This is an optimization exercise on Yosys and OpenROAD, whose aim is small area, a short achievable clock period and few clock cycles, not a production implementation.
Function was checked by simulation only, so behaviour that the tests miss may differ from the original.
Power and IR drop assume default switching activity.

Setup of job 5008:
## eac3lc
module eac3lc (
    input  wire        clk,
    input  wire        rst,
    input  wire        host_req,
    input  wire        host_we,
    input  wire        host_buf,
    input  wire [7:0]  host_addr,
    input  wire [31:0] host_wdata,
    output reg  [31:0] host_rdata,
    output wire        busy
);
    localparam [31:0] ID_VALUE = 32'h4C433136;
    localparam [3:0] R_ID = 4'h0, R_CMD = 4'h1, R_STATUS = 4'h2, R_LEN = 4'h3,
                     R_ARG_A = 4'h4, R_ARG_B = 4'h5, R_ARG_C = 4'h6, R_RESULT = 4'h7,
                     R_FCOUNT = 4'h8, R_TRIM = 4'h9, R_CURSOR = 4'hA, R_CAP = 4'hB;
    localparam [3:0] O_OK = 4'h0, O_NO_SYNC = 4'h1, O_TRUNCATED = 4'h2, O_RESYNC_EXH = 4'h3,
                     O_NOT_FOUND = 4'h4, O_ILLEGAL = 4'h5;
    localparam [3:0] S_BT0  = 4'd0,     
                     S_BT1  = 4'd1,     
                     S_BT2  = 4'd2,     
                     S_CR1  = 4'd3,     
                     S_CRC  = 4'd4,     
                     S_SCAN = 4'd5,     
                     S_FJ   = 4'd6,     
                     S_STRM = 4'd7,     
                     S_FINW = 4'd8,     
                     S_ILL  = 4'd9;
    localparam [1:0] M_FIND = 2'd0, M_SEEK = 2'd1, M_RUN = 2'd2;
    reg [511:0] mem;         
    reg [6:0]  len_q;
    reg [31:0] arg_a, arg_b, arg_c;
    reg [31:0] result;
    reg [6:0]  frame_count;
    reg [6:0]  trim;
    reg [6:0]  cursor;
    reg        st_busy, st_done;
    reg        busy_o;       
    reg [3:0]  st_outcome;
    reg [7:0]  st_last_op;
    reg        st_overrun, st_conflict;
  ...
Settings: LEC_CHECK=0, CAP_MARGIN=20, CORE_MARGIN=2, CORE_UTILIZATION=55, CTS_BUF_LIST=sky130_fd_sc_hd__clkbuf_4 sky130_fd_sc_hd__clkbuf_8, CTS_CLUSTER_SIZE=30, PLACE_DENSITY=0.65, SLEW_MARGIN=20; clock period 12.0 ns.
standard.sh (not shown) runs the stock make flow with config.mk's settings and CLKGATE_MAP_FILE= SYNTH_SCRIPT=/design/flow/synth_recipe.tcl, a recipe that flattens the netlist after the stock synthesis.
==> flow/flow/run.sh <==
#!/bin/bash
# The standard layout, with the timing repair aiming 8 ns below the clock
# period, free to resize cells across footprints, and buf_2 port buffers.
# Each step's full output stays in the ORFS logs under orfs/logs; make's own
# output goes to make.log.
set -euo pipefail
bash standard.sh SETUP_SLACK_MARGIN=8 MATCH_CELL_FOOTPRINT=0 \
  "BUFFER_PORTS_ARGS=-buffer_cell sky130_fd_sc_hd__buf_2" finish > make.log 2>&1
Testbench counts of job 5008, summed over its fixed seeds: cycles 26,169.
Input-level comparison between job 1246 and job 5008:
==> flow/flow/run.sh <==
#!/bin/bash
# The standard layout, with the timing repair aiming 8 ns below the clock
# period and free to resize cells across footprints. Each step's full output
# stays in the ORFS logs under orfs/logs; make's own output goes to make.log.
set -euo pipefail
bash standard.sh SETUP_SLACK_MARGIN=8 MATCH_CELL_FOOTPRINT=0 finish > make.log 2>&1
--- a/flow/config.mk
+++ b/flow/config.mk
@@ -8,7 +8,5 @@
 export CAP_MARGIN = 20
 export CORE_MARGIN = 2
-export CORE_UTILIZATION = 55
-export CTS_BUF_LIST = sky130_fd_sc_hd__clkbuf_4 sky130_fd_sc_hd__clkbuf_8
-export CTS_CLUSTER_SIZE = 30
-export PLACE_DENSITY = 0.65
+export CORE_UTILIZATION = 40
+export PLACE_DENSITY = 0.5
 export SLEW_MARGIN = 20
Findings:
Job 1246 has post-route core utilization below what job 5008 had. Going from job 5008 to job 1246, layout filler cell count grew by more than half. On power, job 1246 does worse than job 5008. Highest fanout seen on the critical path ended up 1 lower on job 1246 than on job 5008. In terms of flip-flop and latch area, job 5008 and job 1246 differ only marginally.
Inputs modified between job 1246 and job 1074:
--- a/flow/config.mk
+++ b/flow/config.mk
@@ -9,4 +9,6 @@
 export CORE_MARGIN = 2
 export CORE_UTILIZATION = 40
+export CTS_CLUSTER_DIAMETER = 60
+export CTS_CLUSTER_SIZE = 20
 export PLACE_DENSITY = 0.5
 export SLEW_MARGIN = 20
Results
Job 1074 has completed all stages; timing, DRC and antenna checks passed.
As far as arrival time at the worst endpoint is concerned, job 1246 and job 1074 perform about the same.
In terms of fraction of area in multi-input gates, job 1074 and job 1246 differ only marginally.
Job 1246 and job 1074 ended up with roughly the same overall track demand over capacity in global routing.
Summary of job 1074 over job 1246: post-cts sizing count now sits higher; cell area has remained practically unchanged.
diff inputs: job 1074 => job 9628
==> flow/flow/run.sh <==
#!/bin/bash
# The standard layout, with the timing repair aiming 8 ns below the clock
# period, free to resize cells across footprints, and buf_4 port buffers.
# Each step's full output stays in the ORFS logs under orfs/logs; make's own
# output goes to make.log.
set -euo pipefail
bash standard.sh SETUP_SLACK_MARGIN=8 MATCH_CELL_FOOTPRINT=0 \
  "BUFFER_PORTS_ARGS=-buffer_cell sky130_fd_sc_hd__buf_4" finish > make.log 2>&1
--- a/flow/config.mk
+++ b/flow/config.mk
@@ -9,6 +9,4 @@
 export CORE_MARGIN = 2
 export CORE_UTILIZATION = 40
-export CTS_CLUSTER_DIAMETER = 60
-export CTS_CLUSTER_SIZE = 20
 export PLACE_DENSITY = 0.5
 export SLEW_MARGIN = 20
[summary]
Measured against each other, job 9628 and job 1074 differ in number of violations reported at the end of detailed-routing iteration 0, the lower figure coming from job 9628.
Job 9628 vs. job 1074: post-CTS setup repair buffer count -30, fmax -1.1%, sequential cell count ~0 delta, clock group share of total power +1.8 points, number of buffers created by CTS +16.
Job 9628 gives less final design instance area without fill than job 1074 did.
In job 9628, the part of the total power dissipated in combinational logic came out 0.3 points below the value in job 1074.
On wire length of the first global-routing pass, job 9628 and job 1074 are basically level.
host_rdata[1] as the worst setup path endpoint was reported by job 1074, and host_rdata[4] by job 9628.

== red ==
eac3lc, a different RTL version from the one above (not shown whole).
Size in the first run: ~3900 cells after synthesis, about 0.045 mm2 of cells after synthesis.
Design eac3lc, start of the top module:
module eac3lc (
    input  wire        clk,
    input  wire        rst,
    input  wire        host_req,
    input  wire        host_we,
    input  wire        host_buf,
    input  wire [7:0]  host_addr,
    input  wire [31:0] host_wdata,
    output reg  [31:0] host_rdata,
    output wire        busy
);
export LEC_CHECK = 0
export CAP_MARGIN = 20
export CORE_MARGIN = 2
export CORE_UTILIZATION = 40
export PLACE_DENSITY = 0.5
export SETUP_SLACK_MARGIN = 5
export SLEW_MARGIN = 20
create_clock -name core_clock -period 12.0 [get_ports {clk}]
run.sh (not shown) runs the stock make flow with config.mk's settings and CLKGATE_MAP_FILE= SYNTH_SCRIPT=/design/flow/synth_recipe.tcl, a recipe that flattens the netlist after the stock synthesis.
Stock flow here: none of the scripts above is used.
Testbench counts of red, summed over its fixed seeds: cycles 26,361.
The inputs of blue differ from those of red as listed below.
- clearing SETUP_SLACK_MARGIN, which used to be 5
==> flow/flow/run.sh (new file) <==
#!/bin/bash
# The standard layout, with the timing repair aiming 7 ns below the clock
# period instead of the standard flow's margin. Each step's full output stays
# in the ORFS logs under orfs/logs; make's own output goes to make.log.
set -euo pipefail
bash standard.sh SETUP_SLACK_MARGIN=7 finish > make.log 2>&1
==> flow/standard.sh (new file) <==
#!/bin/bash
# synth_recipe.tcl (not shown) runs the flow's synth.tcl, then flattens the netlist and writes it again
# the make line also repeats each setting of config.mk as NAME=value (left out here)
make -C /OpenROAD-flow-scripts/flow DESIGN_CONFIG=/design/flow/config.mk WORK_HOME=/design/flow/orfs CLKGATE_MAP_FILE= SYNTH_SCRIPT=/design/flow/synth_recipe.tcl "${@:-finish}"
removed: flow/run.sh
Results
Going from red to blue, final layout net count grew slightly. blue vs red: power density relative to cell area down in blue. Sort red and blue by sequential share of layout area, descending, and red comes first. blue: met1 routed wirelength after detailed routing higher than red. blue vs red, startpoint of the worst setup timing path: host_buf vs state[1]. Per the comparison of blue with red, routed wire length per instance did not really move, critical path depth down 5, total power did not really move, met2 usage climbed 0.15 points, setup slack saw an increase. Time the worst path needs with I/O delays and setup, red and blue, higher one = red. Of the two candidates, red has the better cell area and blue the worse one.

eac3lc, a different RTL version from the one above (not shown whole).
Size in the first run: about 4,100 cells after synthesis, ~910 flip-flops, roughly 78 I/O pins, roughly 44,000 um2 of cells after synthesis.
Design eac3lc, start of the top module:
module eac3lc (
    input  wire        clk,
    input  wire        rst,
    input  wire        host_req,
    input  wire        host_we,
    input  wire        host_buf,
    input  wire [7:0]  host_addr,
    input  wire [31:0] host_wdata,
    output reg  [31:0] host_rdata,
    output wire        busy
);
Settings: LEC_CHECK=0, CAP_MARGIN=20, CORE_MARGIN=2, CORE_UTILIZATION=40, PLACE_DENSITY=0.5, SLEW_MARGIN=20; clock period 12.0 ns.
standard.sh (not shown) runs the stock make flow with config.mk's settings and CLKGATE_MAP_FILE= SYNTH_SCRIPT=/design/flow/synth_recipe.tcl, a recipe that flattens the netlist after the stock synthesis.
==> flow/flow/run.sh <==
#!/bin/bash
# The standard layout, with the timing repair aiming 8 ns below the clock
# period and free to resize cells across footprints. Each step's full output
# stays in the ORFS logs under orfs/logs; make's own output goes to make.log.
set -euo pipefail
bash standard.sh SETUP_SLACK_MARGIN=8 MATCH_CELL_FOOTPRINT=0 finish > make.log 2>&1
Testbench counts at the start, summed over its fixed seeds: cycles 25,847.
Edit:
--- a/flow/config.mk
+++ b/flow/config.mk
@@ -9,4 +9,5 @@
 export CORE_MARGIN = 2
 export CORE_UTILIZATION = 40
+export CTS_BUF_LIST = sky130_fd_sc_hd__clkbuf_8
 export PLACE_DENSITY = 0.5
 export SLEW_MARGIN = 20
The new run completed without violations.
Die area does not change.
Via count hardly moves.
Worst hold slack hardly moves.
Cell area falls by 1.7%.
Core utilization drops by 0.89 points.
Wire length grows by 0.38%.
Count of clock-buffer cells in the layout rises by 33.

[static timing again, ports no longer ideal]
No port has a modelled driver above. Below, the same layouts with a new extraction and two added sets of constraints.
Step 1: set_driving_cell puts a clkbuf_16 on clk and a buf_2 on each other input, an assumption about the parent block.
Step 2 adds t to the input delays and takes it off the output delays; t is the mean of the earliest and latest rising clock arrival at the registers after step 1. Input paths then give back, and output paths get back, about the clock's delay inside the block.
Slacks: ideal / step 1 / step 2; pairs: ideal / step 1.
run	t (ns)	slack for setup (ns)	hold slack, ns	worst data-port slew with drivers (ns)	cell pins on the clock port's net
job 5008	0.910	7.174 / 7.108 / 7.103	0.457 / 0.457 / 0.457	0.09	1
job 1246	0.772	7.469 / 7.389 / 7.227	0.456 / 0.456 / 0.456	0.08	1
job 1074	0.757	7.461 / 7.383 / 7.192	0.457 / 0.457 / 0.457	0.08	1
job 9628	0.773	7.410 / 7.332 / 7.185	0.459 / 0.459 / 0.459	0.10	1
red	0.764	6.293 / 6.293 / 5.814	0.454 / 0.454 / 0.454	0.10	1
blue	0.764	6.954 / 6.998 / 6.234	0.453 / 0.453 / 0.453	0.10	1
the first run of note 3	0.772	7.569 / 7.600 / 6.842	0.455 / 0.455 / 0.455	0.06	1
the second run of note 3	0.939	7.563 / 7.563 / 6.819	0.454 / 0.454 / 0.454	0.05	1
After both steps setup and hold are still met in every run listed. The setup slack of the second run of note 3, which loses most, moves by 0.000 ns with the drivers and by -0.744 ns with both steps.
